Background: an optimization exercise with open tools, aiming at a short achievable clock period and few clock cycles. Do not read the settings as production practice.
In this exercise RTL edits were held to simulation tests only and were not proved equivalent to the original.
Power is estimated from default activity; no workload was simulated.

## design/flow/run.sh

```bash
#!/bin/bash
# synth_recipe.tcl (not shown) runs the flow's synth.tcl, then flattens the netlist and writes it again
# the make line also repeats each setting of config.mk as NAME=value (left out here)
make -C /OpenROAD-flow-scripts/flow DESIGN_CONFIG=/design/flow/config.mk WORK_HOME=/design/flow/orfs CLKGATE_MAP_FILE= SYNTH_SCRIPT=/design/flow/synth_recipe.tcl finish
```

## design/flow/config.mk

```make
export PLATFORM = sky130hd
export DESIGN_NAME = adc16_tapcal
export DESIGN_NICKNAME = adc16_tapcal
export VERILOG_FILES = /design/flow/design.v
export SDC_FILE = /design/flow/constraint.sdc
export NUM_CORES = 4
export LEC_CHECK = 0
export CAP_MARGIN = 20
export CORE_MARGIN = 2
export CORE_UTILIZATION = 40
export SLEW_MARGIN = 20
```

## design/flow/constraint.sdc

```tcl
create_clock -name core_clock -period 22.0 [get_ports {clk}]
set_input_delay 4.4000 -clock core_clock [delete_from_list [all_inputs] [get_ports {clk}]]
set_output_delay 4.4000 -clock core_clock [all_outputs]
set_load 0.01 [all_outputs]
```

## design/flow/design.v

```verilog
module adc16_tapcal (
    input  wire         clk,
    input  wire         rst,           
    input  wire         start,         
    input  wire [7:0]   cfg_deskew,    
    input  wire [15:0]  cfg_iter,      
    input  wire [15:0]  cfg_snaplen,   
    output wire         busy,
    output reg          done,          
    output reg          done_err,      
    output reg          ev_valid,
    input  wire         ev_ready,
    output reg  [1:0]   ev_op,         
    output reg  [4:0]   ev_tap,
    output reg  [7:0]   ev_mask,
    input  wire         smp_valid,
    input  wire [31:0]  smp_data,
    input  wire         cap_fail,
    output reg          err_valid,
    output reg  [4:0]   err_tap,
    output wire [255:0] err_count,     
    output wire [63:0]  cal_result,    
    output wire [255:0] good_map,      
    output reg          heur_slip
);
    localparam OP_SETTAP  = 2'd0;
    localparam OP_BITSLIP = 2'd1;
    localparam OP_CAPTURE = 2'd2;
    localparam K_NONE    = 2'd0;
    localparam K_TAP     = 2'd1;
    localparam K_EMPTY   = 2'd2;
    localparam K_WRAPPED = 2'd3;
    localparam P_IDLE    = 3'd0;
    localparam P_PROBE0  = 3'd1;
    localparam P_PROBE31 = 3'd2;
    localparam P_SWEEP   = 3'd3;
    localparam P_DECIDE  = 3'd4;
    localparam P_APPLY   = 3'd5;
    reg        busy_r;
    reg [2:0]  phase;
    reg        started;      
    reg        incap;        
    reg [15:0] rem;          
    reg        lastb;        
    reg        par;          
    reg [15:0] itrem;        
    reg        lasti;        
    reg [7:0]  deskew;
    reg [15:0] iter;
    reg [15:0] snaplen;
    reg [4:0]  tapcnt;
    reg        straddle;
    reg        apply_first;
    reg [7:0]  pend;         
    reg        bv;
    reg        bpar;
    reg        bfin;         
    reg [31:0] bd;
    reg        clr_q;
    reg        capf;
    reg [31:0] acc  [0:7];
    reg [7:0]  z;            
    reg [31:0] gmap [0:7];
    reg [5:0]  ngood [0:7];
    reg [4:0]  lo   [0:7];
    reg [4:0]  hi   [0:7];
    reg [4:0]  mid  [0:7];
    reg [1:0]  ckind [0:7];
    reg [4:0]  ctap  [0:7];
    assign busy = busy_r;
    genvar g;
    generate
        for (g = 0; g < 8; g = g + 1) begin : g_out
            assign err_count [32*g +: 32] = acc[g];
            assign good_map  [32*g +: 32] = gmap[g];
            assign cal_result[8*g  +: 8]  = {ckind[g], 1'b0, ctap[g]};
        end
    endgenerate
    function [4:0] next_above;
        input [31:0] v;
        input [4:0]  m;
        integer i;
        reg found;
        begin
            next_above = 5'd0;
            found = 1'b0;
            for (i = 0; i < 32; i = i + 1)
                if (!found && v[i] && (i > m)) begin
                    next_above = i[4:0];
                    found = 1'b1;
                end
        end
    endfunction
    reg [7:0] inc;
    integer   ch;
    always @(*) begin
        for (ch = 0; ch < 4; ch = ch + 1) begin
            inc[ch]     = bv & ~bpar & (bd[8*ch +: 8] != deskew);
            inc[4 + ch] = bv &  bpar & (bd[8*ch +: 8] != deskew);
        end
    end
    wire [7:0] znext = z & ~inc;
    wire       clr   = clr_q | started;
    reg [7:0] low1;
    reg [4:0] low_tap;
    integer   j;
    always @(*) begin
        low1 = pend & (~pend + 8'd1);
        low_tap = 5'd0;
        for (j = 0; j < 8; j = j + 1)
            if (low1[j]) low_tap = low_tap | ctap[j];
    end
    wire taken   = ev_valid & ev_ready;
    wire cap_end = incap & smp_valid & lastb;
    integer k;
    always @(posedge clk) begin
        bv    <= smp_valid & incap;
        bd    <= smp_data;
        bpar  <= par;
        bfin  <= cap_end & lasti & ~rst;
        clr_q <= bfin;
        capf  <= cap_fail & incap & ~rst;
        for (k = 0; k < 8; k = k + 1)
            acc[k] <= clr ? 32'd0 : acc[k] + {31'd0, inc[k]};
        z <= clr ? 8'hFF : znext;
        done      <= 1'b0;
        done_err  <= 1'b0;
        err_valid <= 1'b0;
        started   <= 1'b0;
        if (!busy_r) begin
            deskew  <= cfg_deskew;
            iter    <= cfg_iter;
            snaplen <= cfg_snaplen;
            ev_op   <= OP_SETTAP;
            ev_tap  <= 5'd0;
            ev_mask <= 8'hFF;
        end
        if (!incap) begin
            rem   <= snaplen;
            lastb <= (snaplen == 16'd1);
            par   <= 1'b0;
        end else if (smp_valid) begin
            rem   <= rem - 16'd1;
            lastb <= (rem == 16'd2);
            par   <= ~par;
        end
        if (rst) begin
            busy_r    <= 1'b0;
            phase     <= P_IDLE;
            ev_valid  <= 1'b0;
            incap     <= 1'b0;
            heur_slip <= 1'b0;
            apply_first <= 1'b0;
            for (k = 0; k < 8; k = k + 1) begin
                gmap[k]  <= 32'd0;
                ckind[k] <= K_NONE;
                ctap[k]  <= 5'd0;
            end
        end else if (!busy_r) begin
            if (start) begin
                busy_r   <= 1'b1;
                started  <= 1'b1;
                ev_valid <= 1'b1;
                phase    <= P_PROBE0;
            end
        end else if (capf) begin
            busy_r   <= 1'b0;
            done     <= 1'b1;
            done_err <= 1'b1;
            phase    <= P_IDLE;
            ev_valid <= 1'b0;
            incap    <= 1'b0;
        end else begin
            if (started) begin
                itrem     <= iter;
                lasti     <= (iter == 16'd1);
                tapcnt    <= 5'd0;
                straddle  <= 1'b0;
                heur_slip <= 1'b0;
                pend      <= 8'd0;
                for (k = 0; k < 8; k = k + 1) begin
                    gmap[k]  <= 32'd0;
                    ckind[k] <= K_NONE;
                    ctap[k]  <= 5'd0;
                    ngood[k] <= 6'd0;
                    lo[k]    <= 5'd0;
                    hi[k]    <= 5'd0;
                    mid[k]   <= 5'd0;
                end
            end
            if (taken && phase != P_APPLY) begin
                case (ev_op)
                OP_CAPTURE: begin
                    ev_valid <= 1'b0;
                    incap    <= 1'b1;
                    if (!lasti) begin
                        ev_op <= OP_CAPTURE;
                    end else begin
                        ev_op   <= OP_SETTAP;
                        ev_mask <= 8'hFF;
                        ev_tap  <= (phase == P_PROBE0) ? 5'd31 : tapcnt + 5'd1;
                    end
                end
                OP_BITSLIP: begin
                    ev_op   <= OP_SETTAP;
                    ev_tap  <= 5'd0;
                    ev_mask <= 8'hFF;
                end
                default: begin
                    ev_op <= OP_CAPTURE;
                end
                endcase
            end
            if (cap_end) begin
                incap <= 1'b0;
                if (lasti) begin
                    itrem <= iter;
                    lasti <= (iter == 16'd1);
                end else begin
                    itrem <= itrem - 16'd1;
                    lasti <= (itrem == 16'd2);
                end
                if (!lasti || phase == P_PROBE0 ||
                    (phase == P_SWEEP && tapcnt != 5'd31))
                    ev_valid <= 1'b1;
            end
            if (bfin) begin
                case (phase)
                P_PROBE0: begin
                    straddle <= |znext;
                    phase    <= P_PROBE31;
                end
                P_PROBE31: begin
                    phase     <= P_SWEEP;
                    tapcnt    <= 5'd0;
                    heur_slip <= straddle | (|znext);
                    ev_valid  <= 1'b1;
                    ev_op     <= (straddle | (|znext)) ? OP_BITSLIP : OP_SETTAP;
                    ev_tap    <= 5'd0;
                    ev_mask   <= 8'hFF;
                end
                default: begin  
                    err_valid <= 1'b1;
                    err_tap   <= tapcnt;
                    tapcnt    <= tapcnt + 5'd1;
                    if (tapcnt == 5'd31)
                        phase <= P_DECIDE;
                    for (k = 0; k < 8; k = k + 1) begin
                        gmap[k][tapcnt] <= znext[k];
                        if (znext[k]) begin
                            hi[k]    <= tapcnt;
                            ngood[k] <= ngood[k] + 6'd1;
                            if (ngood[k] == 6'd0) begin
                                lo[k]  <= tapcnt;
                                mid[k] <= tapcnt;
                            end else if (ngood[k][0]) begin
                                mid[k] <= next_above(gmap[k] | (32'd1 << tapcnt), mid[k]);
                            end
                        end
                    end
                end
                endcase
            end
            if (phase == P_DECIDE) begin
                for (k = 0; k < 8; k = k + 1) begin
                    if (ngood[k] == 6'd0) begin
                        ckind[k] <= K_EMPTY;
                        ctap[k]  <= 5'd0;
                        pend[k]  <= 1'b0;
                    end else if (hi[k] - lo[k] > 5'd16) begin
                        ckind[k] <= K_WRAPPED;
                        ctap[k]  <= 5'd0;
                        pend[k]  <= 1'b0;
                    end else begin
                        ckind[k] <= K_TAP;
                        ctap[k]  <= mid[k];
                        pend[k]  <= 1'b1;
                    end
                end
                phase       <= P_APPLY;
                apply_first <= 1'b1;
            end
            if (phase == P_APPLY && (apply_first || taken)) begin
                apply_first <= 1'b0;
                if (pend != 8'd0) begin
                    ev_valid <= 1'b1;
                    ev_op    <= OP_SETTAP;
                    ev_tap   <= low_tap;
                    ev_mask  <= low1;
                    pend     <= pend & ~low1;
                end else begin
                    ev_valid <= 1'b0;
                    busy_r   <= 1'b0;
                    done     <= 1'b1;
                    phase    <= P_IDLE;
                end
            end
        end
    end
endmodule
```

==> results of run 1 <==
-- Yosys cell counts, types with 12 or more instances --
master	count	area share, %
a32oi_1	27	0.49
o22ai_1	98	1.3
dfxtp_1	641	27
a211oi_1	33	0.52
buf_4	12	0.19
a22o_1	13	0.24
nor2_1	887	6.9
nand2b_1	45	0.59
nor2b_1	49	0.64
inv_1	153	1.2
xnor2_1	119	2.2
nand2_1	498	3.9
buf_1	15	0.12
o21a_1	12	0.19
edfxtp_1	261	16
and4_1	29	0.53
a221oi_1	22	0.40
a31oi_1	56	0.73
and2_1	57	0.74
o221ai_1	35	0.64
clkbuf_1	279	2.2
buf_2	39	0.41
nand3b_1	13	0.20
o21ai_0	429	4.5
nand3_1	240	2.5
o41ai_1	12	0.22
and3_1	71	0.93
o21ai_1	23	0.24
nor3b_1	16	0.25
a21oi_1	328	3.4
nor3_1	124	1.3
o211ai_1	54	0.84
nor4_1	67	0.87
a41oi_1	14	0.26
ha_1	80	2.1
a22oi_1	190	3.0
or2_2	15	0.20
nand4_1	65	0.85
a21o_1	38	0.59
xor2_1	177	3.2
a222oi_1	12	0.25
or3_1	69	0.90
o31ai_1	54	0.84
-- worst min-delay path by stage --
stage | endpoint | cells after the start
4_1_cts | bpar | 0
3_5_place_dp | bpar | 0
3_3_place_gp | bpar | 0
6_report | bpar | 0
5_1_grt | bpar | 0
2_1_floorplan | bpar | 0
-- power by group through the flow --
stage	registers (mW)	logic [mW]	clock network (mW)
floorplan	1.81	0.230	0
global placement	1.84	0.361	0
detailed placement	1.84	0.364	0
CTS	1.80	0.365	1.84
global route	1.80	0.400	1.90
finish	1.80	0.381	1.82
-- worst max-delay path, cell delays in order --
cell and delay (ns):
buf_8 0.18, or2_2 0.52, inv_8 0.60, nand2_1 0.60, inv_1 0.86, nand2_1 0.38, nor2_1 0.22, nor3_1 0.07
o31ai_1 0.23
-- kinds of logic (layout without fill, tap and decap cells) --
group                    after synthesis  in the layout  synth area share, %
other                                  1             19              0.00781
adder cells (fa/ha/maj)               89             89                 2.44
multiplexers                           7              7                0.149
XOR/XNOR                             296            296                 5.40
flip-flops                           902            902                 43.1
AND/OR/NAND/NOR                     2339           2339                 23.3
AO/OA/AOI/OAI                       1581           1581                 21.3
buffers and inverters                514           1157                 4.37
-- area by class of cell --
cell class	count	area share (%)
multi-input combinational	4320	42.4
clock buffer	145	5.15
antenna	11	0.0458
sequential	902	34.4
timing repair buffer	803	12.9
tap	1612	3.35
clock inverter	50	0.788
inverter	159	1.00
-- per-layer routing --
layer  part of all wire [%]  vias to the layer above  GRT usage (%)
met1                     39                    23900           48.9
met5                  0.086                        -          0.706
met2                     40                     3213           53.6
met4                    7.6                       16           23.5
met3                     13                      713           14.2
li1                       -                    22000              -
-- sequential cells by signal, summed over array words and instances, names as in the netlist, 16 cells and up --
register,flops
hi,40
bd,32
acc,256
ngood,48
mid,40
gmap,256
lo,40
iter,16
snaplen,16
rem,16
ctap,40
ckind,16
itrem,16
==> impl_metrics.py, run 1 <==
metrics = {
    "logic_synthesis": {
        "synth-edff-count": 261,
        "yosys_warnings": 9,
        "avgSynthCellArea_um2": 8.38,
        "async_reset_ff_share_pct": 0,
        "netlist_instances": 5729,
        "syn_area_mm2": 0.0480,
        "ys.flop_type": "dfxtp_1",
        "ys_types": 108,
        "ys_ff_latch": 902,
        "synth_seq_area_share_pct": 43.1,
    },
    "drt": {
        "first_pass_iters": 7,
        "wire_per_inst_um": 30.2,
        "drt-total-wl_mm": 242,
        "via_count": 49800,
        "drtIter0Drc": 6466,
        "drc_errors": 0,
        "ant_nets": 0,
        "avgViaCountPerCell": 6.22,
    },
    "final_layout": {
        "layout_commonest_cell": "nor2_1",
        "fin_util_pct": 50.3,
        "regArea_mm2": 0.0207,
        "drive_gt1_share_pct": 7.02,
        "multiInputGateArea_mm2": 0.0255,
        "final_cell_mix": "nor2_1 (875), clkdlybuf4s50_1 (670), dfxtp_1 (640)",
        "layout.nets": 6457,
        "n_fill_cell": 11500,
        "instances_no_fill": 8002,
        "fin_area_mm2": 0.0602,
        "syn2layout_area_growth_pct": 25.3,
    },
    "worst_setup_path": {
        "crit_fanout": 96,
        "timing.critical_path.to": "gmap[0][1]",
        "reg2reg_from": "tapcnt[0]",
        "crit_required_ns": 22.64,
        "crit_type": "primary input to register",
        "cp-start-kind": "primary input",
        "cp-end-kind": "register",
        "reg2regPathDepth": 9,
        "r2r_slack_ns": 16.74,
        "cp.arrival_ns": 8.17,
        "crit_path_start": "rst",
        "rr_endpoint": "gmap[1][20]",
    },
    "timing": {
        "hold_slack_ns": 0.381,
        "finalSetupViolCount": 0,
        "period_needed_ns": 7.53,
        "drv_slew": 0,
        "tns_ns": 0,
        "finalHoldViolCount": 0,
        "setup_slack_ns": 14.47,
        "slew_headroom_pct": 10.3,
        "worst_slew_pin_slew_ns": 1.34,
        "fin_skew_ns": 0.0267,
        "max_freq_mhz": 133,
        "grt_setup_unrepaired": "false",
        "finalCritPeriodShare_pct": 34.2,
    },
    "die": {
        "die_x_um": 350,
        "rows": 127,
        "design.die.area_mm2": 0.123,
        "fp.coreArea_mm2": 0.119,
        "start_util_pct": 40.2,
        "io_pins": 680,
        "die_h_um": 350,
    },
    "clock_network": {
        "cts-buffers-inserted": 105,
        "post_cts_buffers": 0,
        "cts_tree": "done",
        "clkSinkCount": 902,
        "clock_path_buffers": 3,
        "clk_latency_ns": 0.73,
        "clk_pin_slew_ns": 0.06,
        "h-tree-depth": 3,
        "cts_resized": 0,
        "cts-root-buf": "clkbuf_16",
        "holdBufCountCts": 0,
    },
    "grt": {
        "antenna_found_initial": 18,
        "grt_max_degree": 179,
        "grtUsageTotal_pct": 38.0,
        "grt_pass1_vias": 45400,
        "gr-total-overflow": 0,
        "grt_first_pass_wirelength_mm": 336,
    },
    "place": {
        "pre_cts_slack_ns": 13.86,
        "dpl.cell_count": 7795,
        "gp_congestion": 1.03,
        "dp_hpwl_mm": 176,
        "dpl_cell_area_mm2": 0.0565,
        "portBuffers": 671,
    },
    "flow_run": {
        "cap_violations": 0,
    },
    "power": {
        "power.density_mw_per_mm2": 66.6,
        "p_leak_nw": 21.8,
        "totalPowerFinal_mw": 4.00,
        "seq_power_share_pct": 45.0,
        "vdd_drop_max_v": 0.0000667,
        "p_int_mw": 2.90,
        "swShare_pct": 27.6,
        "clkPwrFrac_pct": 45.5,
        "p_comb_share_pct": 9.5,
        "switchingPower_mw": 1.10,
    },
    "outcome": {
        "status": "complete, no violations",
    },
    "hold_path": {
        "min_path_type": "register to register",
        "hp-start": "par",
    },
}
Testbench counts, summed over its fixed seeds: cycles 198,242.
==> run 2, diff against run 1 <==
==> design/flow/flow/run.sh (new file) <==
#!/bin/bash
set -euo pipefail
bash standard.sh SETUP_SLACK_MARGIN=17 finish > flow_make.log 2>&1
==> design/flow/standard.sh (new file) <==
#!/bin/bash
# synth_recipe.tcl (not shown) runs the flow's synth.tcl, then flattens the netlist and writes it again
# the make line also repeats each setting of config.mk as NAME=value (left out here)
make -C /OpenROAD-flow-scripts/flow DESIGN_CONFIG=/design/flow/config.mk WORK_HOME=/design/flow/orfs CLKGATE_MAP_FILE= SYNTH_SCRIPT=/design/flow/synth_recipe.tcl "${@:-finish}"
removed: design/flow/run.sh
==> impl_metrics.py, run 2 <==
metrics = {
    "clock_network": {
        "clock_path_buffers": 3,
        "h-tree-depth": 3,
        "cts-buffers-inserted": 104,
        "clk_latency_ns": 0.77,
        "cts_tree": "done",
        "clkSinkCount": 902,
        "clk_pin_slew_ns": 0.06,
        "holdBufCountCts": 0,
        "cts-root-buf": "clkbuf_16",
    },
    "worst_setup_path": {
        "cp.arrival_ns": 1.59,
        "reg2reg_from": "tapcnt[0]",
        "crit_cells": 1,
        "rr_endpoint": "gmap[3][30]",
        "crit_type": "register to output port",
        "cp-start-kind": "register",
        "reg2regPathDepth": 9,
        "worst_path_max_delay_cell": "edfxtp_1",
        "cp_cell_sequence": "buf_2",
        "timing.critical_path.to": "err_tap[4]",
        "cp-end-kind": "output port",
        "crit_required_ns": 17.60,
        "r2r_slack_ns": 16.94,
        "crit_family": "flip-flops",
        "crit_path_start": "err_tap[4]",
        "crit_fanout": 1,
        "critPathBufInv": 1,
        "slowest_delay_ns": 0.61,
    },
    "drt": {
        "drt-total-wl_mm": 251,
        "ant_nets": 0,
        "first_pass_iters": 6,
        "avgViaCountPerCell": 6.20,
        "drc_errors": 0,
        "wire_per_inst_um": 28.9,
        "drtIter0Drc": 7204,
        "via_count": 53900,
    },
    "grt": {
        "grt_max_degree": 95,
        "gr-total-overflow": 0,
        "grt_first_pass_wirelength_mm": 350,
        "grtUsageTotal_pct": 39.0,
        "antenna_found_initial": 16,
        "grt_pass1_vias": 49100,
    },
    "final_layout": {
        "reg_top3": "acc: 256 flops, gmap: 256 flops, ngood: 48 flops",
        "drive_gt1_share_pct": 34.0,
        "final_cell_mix": "nor2_1 (850), buf_4 (733), buf_6 (604)",
        "layout_commonest_cell": "nor2_1",
        "syn2layout_area_growth_pct": 44.2,
        "fin_area_mm2": 0.0692,
        "layout.nets": 7143,
    },
    "logic_synthesis": {
        "avgSynthCellArea_um2": 8.38,
        "synth_seq_area_share_pct": 43.1,
        "synthTopCellsByCount": "nor2_1 (887), dfxtp_1 (641), nand2_1 (498), o21ai_0 (429), a21oi_1 (328)",
        "ys_types": 108,
        "ys_ff_latch": 902,
        "synth.largest_area_cell": "dfxtp_1",
        "synth_most_common_cell": "nor2_1",
        "synth-edff-count": 261,
        "ys_top_cells_by_area": "dfxtp_1 (27%), edfxtp_1 (16%), nor2_1 (6.9%)",
        "async_reset_ff_share_pct": 0,
        "yosys_warnings": 9,
        "netlist_instances": 5729,
        "yosys.area.top_type_share_pct": 26.7,
        "ys.flop_type": "dfxtp_1",
        "syn_area_mm2": 0.0480,
    },
    "place": {
        "gp_congestion": 1.06,
        "dpl_cell_area_mm2": 0.0565,
        "portBuffers": 671,
        "dp_hpwl_mm": 169,
    },
    "die": {
        "die_x_um": 350,
        "design.die.area_mm2": 0.123,
        "io_pins": 680,
        "die_h_um": 350,
        "start_util_pct": 40.2,
        "fp.coreArea_mm2": 0.119,
        "rows": 127,
    },
    "timing": {
        "tns_ns": 0,
        "drv_slew": 0,
        "finalCritPeriodShare_pct": 27.2,
        "max_freq_mhz": 167,
        "finalSetupViolCount": 0,
        "finalHoldViolCount": 0,
        "worst_slew_pin_slew_ns": 1.38,
        "grt_setup_unrepaired": "true",
        "hold_slack_ns": 0.370,
        "fin_skew_ns": 0.0709,
        "slew_headroom_pct": 8.32,
        "period_needed_ns": 5.99,
    },
    "outcome": {
        "status": "complete, no violations",
    },
    "hold_path": {
        "holdPathStages": 0,
        "min_path_type": "register to register",
    },
    "flow_run": {
        "cap_violations": 0,
    },
    "power": {
        "vdd_drop_max_v": 0.0000699,
        "power.density_mw_per_mm2": 57.5,
        "p_leak_nw": 27.9,
    },
}
[run 2: cell types whose count changed in the layout (fill, tap and decap cells not counted), moves of 28 or more]
cell and change:
buf_4 +604, buf_6 +603, clkdlybuf4s50_1 -596, dfxtp_1 -589
dfxtp_4 +313, dfxtp_2 +276, o21ai_0 -44, o21ai_1 +39
buf_16 +28
[run 2: stage by stage]
step | power [mW] | worst slack [ns] | cells | util, %
after floorplan | 2.05 | 16.19 | 5736 | -
after global placement | 2.18 | 14.33 | 7766 | 47.2
after detailed placement | 2.19 | 14.28 | 7766 | 47.3
after CTS | 3.95 | 15.98 | 8577 | 56.7
after global routing | 4.08 | 15.98 | 8680 | 57.9
final | 3.98 | 16.01 | 8693 | 57.9
[run 2: timing repair]
action | CTS | global route
setup buffers | 580 | 97
cloned | 35 | 5
gates resized for setup | 4159 | 111
setup endpoints to repair | 1091 | 907
pin swaps | 19 | 37
[run 2: logic make-up (layout without fill, tap and decap cells)]
kind of cell    Yosys count  after routing  synth area share (%)
compound gates         1581           1582                  21.3
xor+xnor                296            296                  5.40
fa+ha+maj                89             89                  2.44
buf+inv                 514           1838                  4.37
flops                   902            902                  43.1
mux                       7              7                 0.149
other cells               1             22               0.00781
simple gates           2339           2345                  23.3
[run 2: area by class of cell]
cell class | instances | area, um2
Sequential cell | 902 | 22200
Clock buffer | 147 | 3010
Tap cell | 1612 | 2020
Timing Repair Buffer | 1480 | 14600
Fill cell | 10600 | 50300
Inverter | 159 | 626
Clock inverter | 49 | 492
Timing Repair inverter | 3 | 23.8
Antenna cell | 14 | 35.0
Multi-Input combinational cell | 4327 | 26200
[run 2: worst min-delay path by stage]
stage | from | endpoint | slack [ns]
global route | par | bpar | 0.38
floorplan | par | bpar | 0.35
global placement | par | bpar | 0.36
CTS | par | bpar | 0.37
detailed placement | par | bpar | 0.36
finish | par | bpar | 0.37
[run 2: power breakdown]
part	internal, mW	switching [mW]
clock network	0.999	0.788
logic	0.148	0.278
registers	1.71	0.0544
[run 2: metal layers]
layer / part of all wire, % / global-route usage [%] / vias to the layer above
met5: 0.032 / 0 / -
met4: 9.7 / 31.4 / 12
met3: 13 / 11.9 / 1026
met2: 41 / 56.5 / 3841
met1: 37 / 47.9 / 25600
li1: - / - / 23400
==> run 3, diff against run 2 <==
--- a/design/flow/config.mk
+++ b/design/flow/config.mk
@@ -5,7 +5,8 @@
 export SDC_FILE = /design/flow/constraint.sdc
 export NUM_CORES = 4
 export LEC_CHECK = 0
+export ABC_CLOCK_PERIOD_IN_PS = 3000
 export CAP_MARGIN = 20
 export CORE_MARGIN = 2
-export CORE_UTILIZATION = 40
+export CORE_UTILIZATION = 55
 export SLEW_MARGIN = 20
==> impl_metrics.py, run 3 <==
metrics = {
    "outcome": {
        "status": "stopped before the end",
        "first-error": "[ERROR GRT-0232] Routing congestion too high. Check the congestion heatmap in the GUI.",
        "stop_stage": "5_1_grt",
    },
    "clock_network": {
        "clock_path_buffers": 3,
        "clkSinkCount": 902,
        "h-tree-depth": 3,
        "cts-buffers-inserted": 96,
        "cts-root-buf": "clkbuf_16",
    },
    "die": {
        "rows": 108,
        "die_h_um": 299,
        "io_pins": 680,
        "start_util_pct": 55.4,
        "die_x_um": 299,
    },
    "logic_synthesis": {
        "ys.flop_type": "dfxtp_1",
        "avgSynthCellArea_um2": 8.38,
        "ys_ff_latch": 902,
        "synthTopCellsByCount": "nor2_1 (887), dfxtp_1 (641), nand2_1 (498), o21ai_0 (429), a21oi_1 (328)",
        "synth.largest_area_cell": "dfxtp_1",
        "ys_top_cells_by_area": "dfxtp_1 (27%), edfxtp_1 (16%), nor2_1 (6.9%)",
        "async_reset_ff_share_pct": 0,
        "synth_most_common_cell": "nor2_1",
        "netlist_instances": 5729,
        "yosys_warnings": 9,
        "yosys.area.top_type_share_pct": 26.7,
        "synth_seq_area_share_pct": 43.1,
        "synth-edff-count": 261,
        "ys_types": 108,
        "syn_area_mm2": 0.0480,
    },
    "grt": {
        "grtUsageTotal_pct": 80.2,
        "grt_max_degree": 104,
        "antenna_found_initial": 60,
        "gr-total-overflow": 22,
    },
    "place": {
        "portBuffers": 671,
        "gp_congestion": 1.10,
        "dp_hpwl_mm": 158,
    },
    "timing": {
        "worst-ep-kind": "output port",
        "worst_endpoint": "err_tap[2]",
    },
}
-- run 3: cell counts after synthesis --
No cell type changed its count.
-- run 3: what timing repair did --
| item | CTS |
|---|---|
| hold buffers | 0 |
| cloned | 49 |
| pin swaps | 28 |
| endpoints found under the setup margin | 1026 |
| buffers inserted | 616 |
| gates resized for setup | 4179 |
-- run 3: power groups by stage --
stage	clock (mW)	combinational, mW	sequential (mW)
CTS	1.65	0.410	1.76
detailed placement	0	0.339	1.84
global placement	0	0.333	1.84
floorplan	0	0.241	1.81
-- run 3: worst max path at each step --
stage	from	endpoint	cells after the start
CTS	err_tap[4]	err_tap[4]	1
global placement	rst	ngood[2][3]	5
detailed placement	rst	ngood[2][2]	5
floorplan	rst	ev_mask[3]	7
-- run 3: per-layer routing --
metal	GRT overflow	track usage (%)
met5	0	47.8
met2	6	91.7
met3	6	72.0
met1	0	81.0
met4	10	73.7
-- run 3: logic make-up after synthesis --
group / count (synthesis) / share of synthesized area (%)
flops: 902 / 43.1
other cells: 1 / 0.00781
buf+inv: 514 / 4.37
mux: 7 / 0.149
xor+xnor: 296 / 5.40
compound gates: 1581 / 21.3
fa+ha+maj: 89 / 2.44
simple gates: 2339 / 23.3
-- run 3: metrics by stage --
step | area (um2) | setup slack (ns) | hold slack (ns) | power (mW) | instances
2_1_floorplan | 48700 | 16.19 | 0.349 | 2.05 | 5736
3_3_place_gp | 55900 | 14.51 | 0.364 | 2.17 | 7310
3_5_place_dp | 55900 | 14.50 | 0.361 | 2.18 | 7310
4_1_cts | 67800 | 16.27 | 0.370 | 3.82 | 8154
==> run 4, diff against run 3 <==
--- a/design/flow/design.v
+++ b/design/flow/design.v
@@ -49,6 +49,7 @@
     reg [15:0] iter;
     reg [15:0] snaplen;
     reg [4:0]  tapcnt;
+    reg [31:0] tapoh;        
     reg        straddle;
     reg        apply_first;
     reg [7:0]  pend;         
@@ -123,6 +124,7 @@
         for (k = 0; k < 8; k = k + 1)
             acc[k] <= clr ? 32'd0 : acc[k] + {31'd0, inc[k]};
         z <= clr ? 8'hFF : znext;
+        err_tap   <= tapcnt;    
         done      <= 1'b0;
         done_err  <= 1'b0;
         err_valid <= 1'b0;
@@ -175,6 +177,7 @@
                 itrem     <= iter;
                 lasti     <= (iter == 16'd1);
                 tapcnt    <= 5'd0;
+                tapoh     <= 32'd1;
                 straddle  <= 1'b0;
                 heur_slip <= 1'b0;
                 pend      <= 8'd0;
@@ -233,6 +236,7 @@
                 P_PROBE31: begin
                     phase     <= P_SWEEP;
                     tapcnt    <= 5'd0;
+                    tapoh     <= 32'd1;
                     heur_slip <= straddle | (|znext);
                     ev_valid  <= 1'b1;
                     ev_op     <= (straddle | (|znext)) ? OP_BITSLIP : OP_SETTAP;
@@ -241,12 +245,12 @@
                 end
                 default: begin  
                     err_valid <= 1'b1;
-                    err_tap   <= tapcnt;
                     tapcnt    <= tapcnt + 5'd1;
+                    tapoh     <= {tapoh[30:0], tapoh[31]};
                     if (tapcnt == 5'd31)
                         phase <= P_DECIDE;
                     for (k = 0; k < 8; k = k + 1) begin
-                        gmap[k][tapcnt] <= znext[k];
+                        gmap[k] <= gmap[k] | (tapoh & {32{znext[k]}});
                         if (znext[k]) begin
                             hi[k]    <= tapcnt;
                             ngood[k] <= ngood[k] + 6'd1;
@@ -254,7 +258,7 @@
                                 lo[k]  <= tapcnt;
                                 mid[k] <= tapcnt;
                             end else if (ngood[k][0]) begin
-                                mid[k] <= next_above(gmap[k] | (32'd1 << tapcnt), mid[k]);
+                                mid[k] <= next_above(gmap[k] | tapoh, mid[k]);
                             end
                         end
                     end
--- a/design/flow/config.mk
+++ b/design/flow/config.mk
@@ -8,5 +8,5 @@
 export ABC_CLOCK_PERIOD_IN_PS = 3000
 export CAP_MARGIN = 20
 export CORE_MARGIN = 2
-export CORE_UTILIZATION = 55
+export CORE_UTILIZATION = 40
 export SLEW_MARGIN = 20
==> impl_metrics.py, run 4 <==
metrics = {
    "worst_setup_path": {
        "cp.arrival_ns": 1.26,
        "crit_cells": 1,
        "reg2regPathDepth": 6,
        "worst_path_max_delay_cell": "dfxtp_4",
        "crit_family": "flip-flops",
        "critPathBufInv": 1,
        "cp_cell_sequence": "buf_6",
        "cp-end-kind": "output port",
        "crit_required_ns": 17.60,
        "crit_fanout": 2,
        "crit_type": "register to output port",
        "cp-start-kind": "register",
        "slowest_delay_ns": 0.43,
    },
    "logic_synthesis": {
        "synthTopCellsByCount": "dfxtp_1 (646), nand2_1 (628), nor2_1 (603), a21oi_1 (432), clkbuf_1 (350)",
        "yosys_warnings": 9,
        "synth_seq_area_share_pct": 43.7,
        "synth-edff-count": 288,
        "syn_area_mm2": 0.0494,
        "netlist_instances": 5789,
        "ys.flop_type": "dfxtp_1",
        "ys_types": 97,
        "synth.largest_area_cell": "dfxtp_1",
        "ys_top_cells_by_area": "dfxtp_1 (26%), edfxtp_1 (18%), nand2_1 (4.8%)",
        "avgSynthCellArea_um2": 8.53,
        "synth_most_common_cell": "dfxtp_1",
        "async_reset_ff_share_pct": 0,
        "ys_ff_latch": 934,
        "yosys.area.top_type_share_pct": 26.2,
    },
    "drt": {
        "drt-total-wl_mm": 209,
        "wire_per_inst_um": 24.2,
        "via_count": 50500,
        "avgViaCountPerCell": 5.85,
        "drtIter0Drc": 5204,
        "drc_errors": 0,
        "first_pass_iters": 6,
        "ant_nets": 0,
    },
    "final_layout": {
        "n_fill_cell": 10900,
        "drive_gt1_share_pct": 32.7,
        "layout.nets": 7067,
        "reg_top3": "acc: 256 flops, gmap: 256 flops, ngood: 48 flops",
        "layout_commonest_cell": "buf_4",
        "syn2layout_area_growth_pct": 40.0,
        "final_cell_mix": "buf_4 (718), nand2_1 (625), buf_6 (599)",
    },
    "timing": {
        "drv_slew": 0,
        "period_needed_ns": 5.66,
        "worst_slew_pin_slew_ns": 1.34,
        "finalCritPeriodShare_pct": 25.7,
        "max_freq_mhz": 177,
        "fin_skew_ns": 0.0408,
        "tns_ns": 0,
        "grt_setup_unrepaired": "true",
        "slew_headroom_pct": 10.8,
        "finalSetupViolCount": 0,
        "finalHoldViolCount": 0,
    },
    "clock_network": {
        "holdBufCountCts": 0,
        "clk_latency_ns": 0.72,
        "clkSinkCount": 934,
        "clock_path_buffers": 3,
        "h-tree-depth": 3,
        "cts-buffers-inserted": 109,
        "clk_pin_slew_ns": 0.06,
        "cts-root-buf": "clkbuf_16",
        "cts_tree": "done",
    },
    "die": {
        "fp.coreArea_mm2": 0.122,
        "die_h_um": 355,
        "io_pins": 680,
        "die_x_um": 355,
        "start_util_pct": 40.4,
        "rows": 128,
        "design.die.area_mm2": 0.126,
    },
    "place": {
        "portBuffers": 671,
        "gp_congestion": 0.940,
        "dp_hpwl_mm": 136,
    },
    "flow_run": {
        "cap_violations": 0,
    },
    "power": {
        "p_leak_nw": 29.1,
        "totalPowerFinal_mw": 4.12,
        "vdd_drop_max_v": 0.0000593,
        "power.density_mw_per_mm2": 59.6,
    },
    "grt": {
        "grt_max_degree": 214,
        "gr-total-overflow": 0,
        "grtUsageTotal_pct": 31.2,
        "antenna_found_initial": 3,
        "grt_pass1_vias": 46800,
        "grt_first_pass_wirelength_mm": 302,
    },
    "hold_path": {
        "holdPathStages": 0,
        "min_path_type": "register to register",
    },
    "outcome": {
        "status": "complete, no violations",
    },
}
==> run 4: cell types whose count changed after synthesis, sizes merged, moves of 28 or more <==
cell	before	now
or2	15	54
nor2	894	603
nand2	501	628
clkbuf	279	350
o21a	12	282
o21ai	452	322
a22oi	190	59
a22o	13	41
a21oi	328	432
o22ai	102	51
nand3	241	194
==> run 4: routing by layer <==
layer / part of all wire [%] / track usage (%) / wire, um / vias up
li1: - / - / - / 23200
met1: 40 / 40.4 / 83900 / 24300
met2: 45 / 49.2 / 93600 / 2551
met3: 9.7 / 6.80 / 20300 / 476
met4: 5.5 / 15.6 / 11400 / 2
met5: 0.0062 / 0 / 13 / -
==> run 4: cells by family (layout without fill, tap and decap cells) <==
group	count (synthesis)	after routing	share of synthesized area, %
adder cells (fa/ha/maj)	80	80	2.15
XOR/XNOR	298	298	5.29
other	1	11	0.00759
AO/OA/AOI/OAI	1694	1694	22.7
buffers and inverters	586	1793	4.71
AND/OR/NAND/NOR	2188	2189	21.3
multiplexers	8	8	0.167
flip-flops	934	934	43.7
==> run 4: metrics by stage <==
| stage | cell area [um2] | utilization [%] | std cells | setup WS [ns] | hold WS, ns |
|---|---|---|---|---|---|
| finish | 69100 | 56.6 | 8632 | 16.34 | 0.365 |
| global route | 69100 | 56.6 | 8629 | 16.29 | 0.380 |
| CTS | 67800 | 55.4 | 8510 | 16.28 | 0.372 |
| detailed placement | 57300 | 46.9 | 7733 | 14.39 | 0.362 |
| global placement | 57300 | 46.9 | 7732 | 14.41 | 0.361 |
| floorplan | 49900 | - | 5796 | 13.57 | 0.329 |
==> run 4: worst paths after layout <==
kind | from | slack, ns | endpoint
setup reg to reg | bfin | 17.63 | lo[7][0]
hold / removal | par | 0.37 | bpar
hold reg to reg | par | 0.37 | bpar
setup / recovery | ctap[3][3] | 16.34 | cal_result[27]
==> run 4: final cells by class <==
type | instances | area [um2] | area share, %
flip-flops and latches | 934 | 22900 | 33.1
well taps | 1625 | 2030 | 2.94
diodes | 3 | 7.51 | 0.0109
clock buffers | 166 | 3280 | 4.74
repair buffers | 1452 | 14300 | 20.6
inverters | 135 | 510 | 0.738
clock inverters | 40 | 333 | 0.481
multi-input cells | 4277 | 25800 | 37.3
==> run 4: what timing repair did <==
item,4_1_cts,5_1_grt
setup endpoints to repair,1128,887
pin swaps,8,12
buffers inserted,552,98
resized for setup,4044,46
cloned,19,20
==> run 4: worst reg2reg max path: stages, from the launching register on <==
cell and delay [ns]:
dfxtp_4 0.93, o21a_2 0.30, buf_4 0.59, nand3_1 0.98, nor2_1 0.91, buf_4 0.31, o21ai_0 0.11
==> run 4: report_power, final <==
part	internal (mW)	switching [mW]
clock	1.05	0.784
combinational	0.167	0.267
sequential	1.80	0.0575
total	3.01	1.11
Testbench counts of run 4, summed over its fixed seeds: cycles 198,242.
==> run 5, diff against run 4 <==
--- a/design/flow/design.v
+++ b/design/flow/design.v
@@ -30,6 +30,7 @@
     localparam K_TAP     = 2'd1;
     localparam K_EMPTY   = 2'd2;
     localparam K_WRAPPED = 2'd3;
+    localparam WRAP_SPAN = 5'd16;
     localparam P_IDLE    = 3'd0;
     localparam P_PROBE0  = 3'd1;
     localparam P_PROBE31 = 3'd2;
@@ -62,9 +63,10 @@
     reg [31:0] acc  [0:7];
     reg [7:0]  z;            
     reg [31:0] gmap [0:7];
-    reg [5:0]  ngood [0:7];
+    reg [7:0]  anyg;         
+    reg [7:0]  oddg;         
+    reg [7:0]  wrap;         
     reg [4:0]  lo   [0:7];
-    reg [4:0]  hi   [0:7];
     reg [4:0]  mid  [0:7];
     reg [1:0]  ckind [0:7];
     reg [4:0]  ctap  [0:7];
@@ -181,13 +183,14 @@
                 straddle  <= 1'b0;
                 heur_slip <= 1'b0;
                 pend      <= 8'd0;
+                anyg      <= 8'd0;
+                oddg      <= 8'd0;
+                wrap      <= 8'd0;
                 for (k = 0; k < 8; k = k + 1) begin
                     gmap[k]  <= 32'd0;
                     ckind[k] <= K_NONE;
                     ctap[k]  <= 5'd0;
-                    ngood[k] <= 6'd0;
                     lo[k]    <= 5'd0;
-                    hi[k]    <= 5'd0;
                     mid[k]   <= 5'd0;
                 end
             end
@@ -252,13 +255,16 @@
                     for (k = 0; k < 8; k = k + 1) begin
                         gmap[k] <= gmap[k] | (tapoh & {32{znext[k]}});
                         if (znext[k]) begin
-                            hi[k]    <= tapcnt;
-                            ngood[k] <= ngood[k] + 6'd1;
-                            if (ngood[k] == 6'd0) begin
+                            anyg[k] <= 1'b1;
+                            oddg[k] <= ~oddg[k];
+                            if (!anyg[k]) begin
                                 lo[k]  <= tapcnt;
                                 mid[k] <= tapcnt;
-                            end else if (ngood[k][0]) begin
-                                mid[k] <= next_above(gmap[k] | tapoh, mid[k]);
+                            end else begin
+                                if (tapcnt - lo[k] > WRAP_SPAN)
+                                    wrap[k] <= 1'b1;
+                                if (oddg[k])
+                                    mid[k] <= next_above(gmap[k] | tapoh, mid[k]);
                             end
                         end
                     end
@@ -267,11 +273,11 @@
             end
             if (phase == P_DECIDE) begin
                 for (k = 0; k < 8; k = k + 1) begin
-                    if (ngood[k] == 6'd0) begin
+                    if (!anyg[k]) begin
                         ckind[k] <= K_EMPTY;
                         ctap[k]  <= 5'd0;
                         pend[k]  <= 1'b0;
-                    end else if (hi[k] - lo[k] > 5'd16) begin
+                    end else if (wrap[k]) begin
                         ckind[k] <= K_WRAPPED;
                         ctap[k]  <= 5'd0;
                         pend[k]  <= 1'b0;
==> impl_metrics.py, run 5 <==
metrics = {
    "final_layout": {
        "final_cell_mix": "nor2_1 (841), buf_4 (688), buf_6 (596)",
        "fin_util_pct": 57.0,
        "reg_top3": "acc: 256 flops, gmap: 256 flops",
        "n_antenna_cell": 0,
        "drive_gt1_share_pct": 35.0,
        "layout.nets": 6339,
        "syn2layout_area_growth_pct": 41.2,
        "layout_commonest_cell": "nor2_1",
        "fin_area_mm2": 0.0632,
    },
    "logic_synthesis": {
        "netlist_instances": 5098,
        "ys_top_cells_by_area": "dfxtp_1 (29%), edfxtp_1 (15%), nor2_1 (7.2%)",
        "async_reset_ff_share_pct": 0,
        "synthTopCellsByCount": "nor2_1 (856), dfxtp_1 (646), nand2_1 (317), clkbuf_1 (290), a32oi_1 (268)",
        "synth.largest_area_cell": "dfxtp_1",
        "synth_most_common_cell": "nor2_1",
        "synth_seq_area_share_pct": 43.9,
        "synth-edff-count": 224,
        "yosys.area.top_type_share_pct": 28.9,
        "avgSynthCellArea_um2": 8.78,
        "yosys_warnings": 7,
        "ys_types": 115,
        "ys.flop_type": "dfxtp_1",
        "ys_ff_latch": 870,
        "syn_area_mm2": 0.0448,
    },
    "outcome": {
        "status": "complete, no violations",
    },
    "place": {
        "pre_cts_slack_ns": 14.24,
        "gp_congestion": 0.930,
        "dp_hpwl_mm": 124,
        "dpl_cell_area_mm2": 0.0525,
        "portBuffers": 671,
    },
    "timing": {
        "finalCritPeriodShare_pct": 25.6,
        "slew_headroom_pct": 17.9,
        "setup_slack_ns": 16.36,
        "worst_slew_pin_slew_ns": 1.23,
        "finalSetupViolCount": 0,
        "max_freq_mhz": 177,
        "grt_setup_unrepaired": "true",
        "period_needed_ns": 5.64,
        "tns_ns": 0,
        "drv_slew": 0,
        "fin_skew_ns": 0.0328,
        "finalHoldViolCount": 0,
    },
    "power": {
        "power.density_mw_per_mm2": 60.7,
        "totalPowerFinal_mw": 3.84,
        "vdd_drop_max_v": 0.0000663,
        "p_leak_nw": 25.6,
    },
    "drt": {
        "ant_nets": 0,
        "drtIter0Drc": 4792,
        "drc_errors": 0,
        "via_count": 46600,
        "wire_per_inst_um": 24.7,
        "first_pass_iters": 8,
        "avgViaCountPerCell": 6.00,
        "drt-total-wl_mm": 192,
    },
    "grt": {
        "grt_max_degree": 99,
        "grtUsageTotal_pct": 31.6,
        "gr-total-overflow": 0,
        "grt_pass1_vias": 43700,
        "grt_first_pass_wirelength_mm": 280,
        "antenna_found_initial": 2,
    },
    "die": {
        "rows": 122,
        "fp.coreArea_mm2": 0.111,
        "start_util_pct": 40.4,
        "io_pins": 680,
        "die_h_um": 339,
        "design.die.area_mm2": 0.115,
        "die_x_um": 339,
    },
    "worst_setup_path": {
        "cp-start-kind": "register",
        "cp.arrival_ns": 1.24,
        "crit_cells": 1,
        "crit_type": "register to output port",
        "crit_required_ns": 17.60,
        "worst_path_max_delay_cell": "dfxtp_4",
        "cp-end-kind": "output port",
        "cp_cell_sequence": "buf_6",
        "critPathBufInv": 1,
        "slowest_delay_ns": 0.40,
        "crit_family": "flip-flops",
        "crit_fanout": 2,
        "r2r_slack_ns": 18.21,
        "crit_path_start": "gmap[4][1]",
        "reg2reg_from": "phase[1]",
        "reg2regPathDepth": 9,
        "rr_endpoint": "gmap[1][7]",
        "timing.critical_path.to": "good_map[129]",
    },
    "hold_path": {
        "min_path_type": "register to register",
        "holdPathStages": 0,
    },
    "clock_network": {
        "h-tree-depth": 3,
        "clk_latency_ns": 0.72,
        "cts_tree": "done",
        "holdBufCountCts": 0,
        "clkSinkCount": 870,
        "cts-buffers-inserted": 99,
        "clk_pin_slew_ns": 0.06,
        "cts-root-buf": "clkbuf_16",
        "clock_path_buffers": 3,
    },
    "flow_run": {
        "cap_violations": 0,
    },
}
run 5: worst min path at each step:
stage	from	to
2_1_floorplan	par	bpar
3_3_place_gp	par	bpar
3_5_place_dp	par	bpar
4_1_cts	par	bpar
5_1_grt	par	bpar
6_report	par	bpar
run 5: metal layers:
metal / GRT usage, % / share of wire, %
met1: 39.8 / 39
met2: 49.9 / 45
met3: 6.65 / 9.1
met4: 18.4 / 6.4
met5: 0 / 0
run 5: kinds of logic (layout without fill, tap and decap cells):
family                   count (synthesis)  in the layout  synth area share, %
AND/OR/NAND/NOR                       1967           1970                 20.9
AO/OA/AOI/OAI                         1371           1372                 22.3
flip-flops                             870            870                 43.9
buffers and inverters                  525           1696                 4.99
XOR/XNOR                               288            288                 5.63
adder cells (fa/ha/maj)                 64             64                 1.92
multiplexers                            12             12                0.271
other                                    1              8              0.00838
run 5: stage by stage:
stage	std cells	hold slack, ns
2_1_floorplan	5105	0.349
3_3_place_gp	6952	0.364
3_5_place_dp	6952	0.366
4_1_cts	7694	0.372
5_1_grt	7768	0.381
6_report	7768	0.372
run 5: layout make-up:
type / instances / area, um2
Inverter: 128 / 484
Clock buffer: 153 / 3010
Tap cell: 1488 / 1860
Timing Repair Buffer: 1383 / 13200
Timing Repair inverter: 1 / 7.51
Sequential cell: 870 / 21000
Clock inverter: 31 / 418
Multi-Input combinational cell: 3714 / 23200
Fill cell: 9805 / 47600
run 5: report_power, final:
part	leakage (nW)	internal (mW)	switching, mW
clock	1.68	1.03	0.722
combinational	16.2	0.135	0.250
sequential	7.73	1.65	0.0555
run 5: timing repair:
item,4_1_cts,5_1_grt
pin swaps,4,13
endpoints found under the setup margin,1054,741
buffers inserted,547,68
resized for setup,4012,35
cloned,11,6
hold endpoints to repair,0,0
Testbench counts of run 5, summed over its fixed seeds: cycles 198,242.

[port drivers added, routing unchanged]
The results above use ideal ports. As a check the final layouts listed here were re-extracted and re-timed, cells and wires unchanged.
Step 1 (the two cells are an assumption about what drives the block):
set clk [get_ports {clk}]
set_driving_cell -lib_cell sky130_fd_sc_hd__clkbuf_16 $clk
set_driving_cell -lib_cell sky130_fd_sc_hd__buf_2 [delete_from_list [all_inputs] $clk]
Step 2 times the ports against the registers' clock, not the clock port: input delays grow and output delays shrink by t, the midpoint of the rising clock arrivals with the driver on.
Three values: no drivers, after step 1, after step 2; two values: the first two.
| run | t, ns | setup slack, ns | worst setup path at the end | slew at the worst register clock pin (ns) |
|---|---|---|---|---|
| run 1 | 0.798 | 14.469 / 14.517 / 13.719 | input to register | 0.07 / 0.07 |
| run 2 | 0.814 | 16.006 / 15.923 / 15.729 | input to register | 0.07 / 0.07 |
| run 4 | 0.776 | 16.335 / 16.254 / 16.193 | input to register | 0.07 / 0.07 |
| run 5 | 0.770 | 16.364 / 16.290 / 16.093 | input to register | 0.07 / 0.07 |
After both steps every run listed still meets setup and hold. For run 1, which loses most, drivers alone change the setup slack by +0.048 ns; drivers and shift together by -0.750 ns.
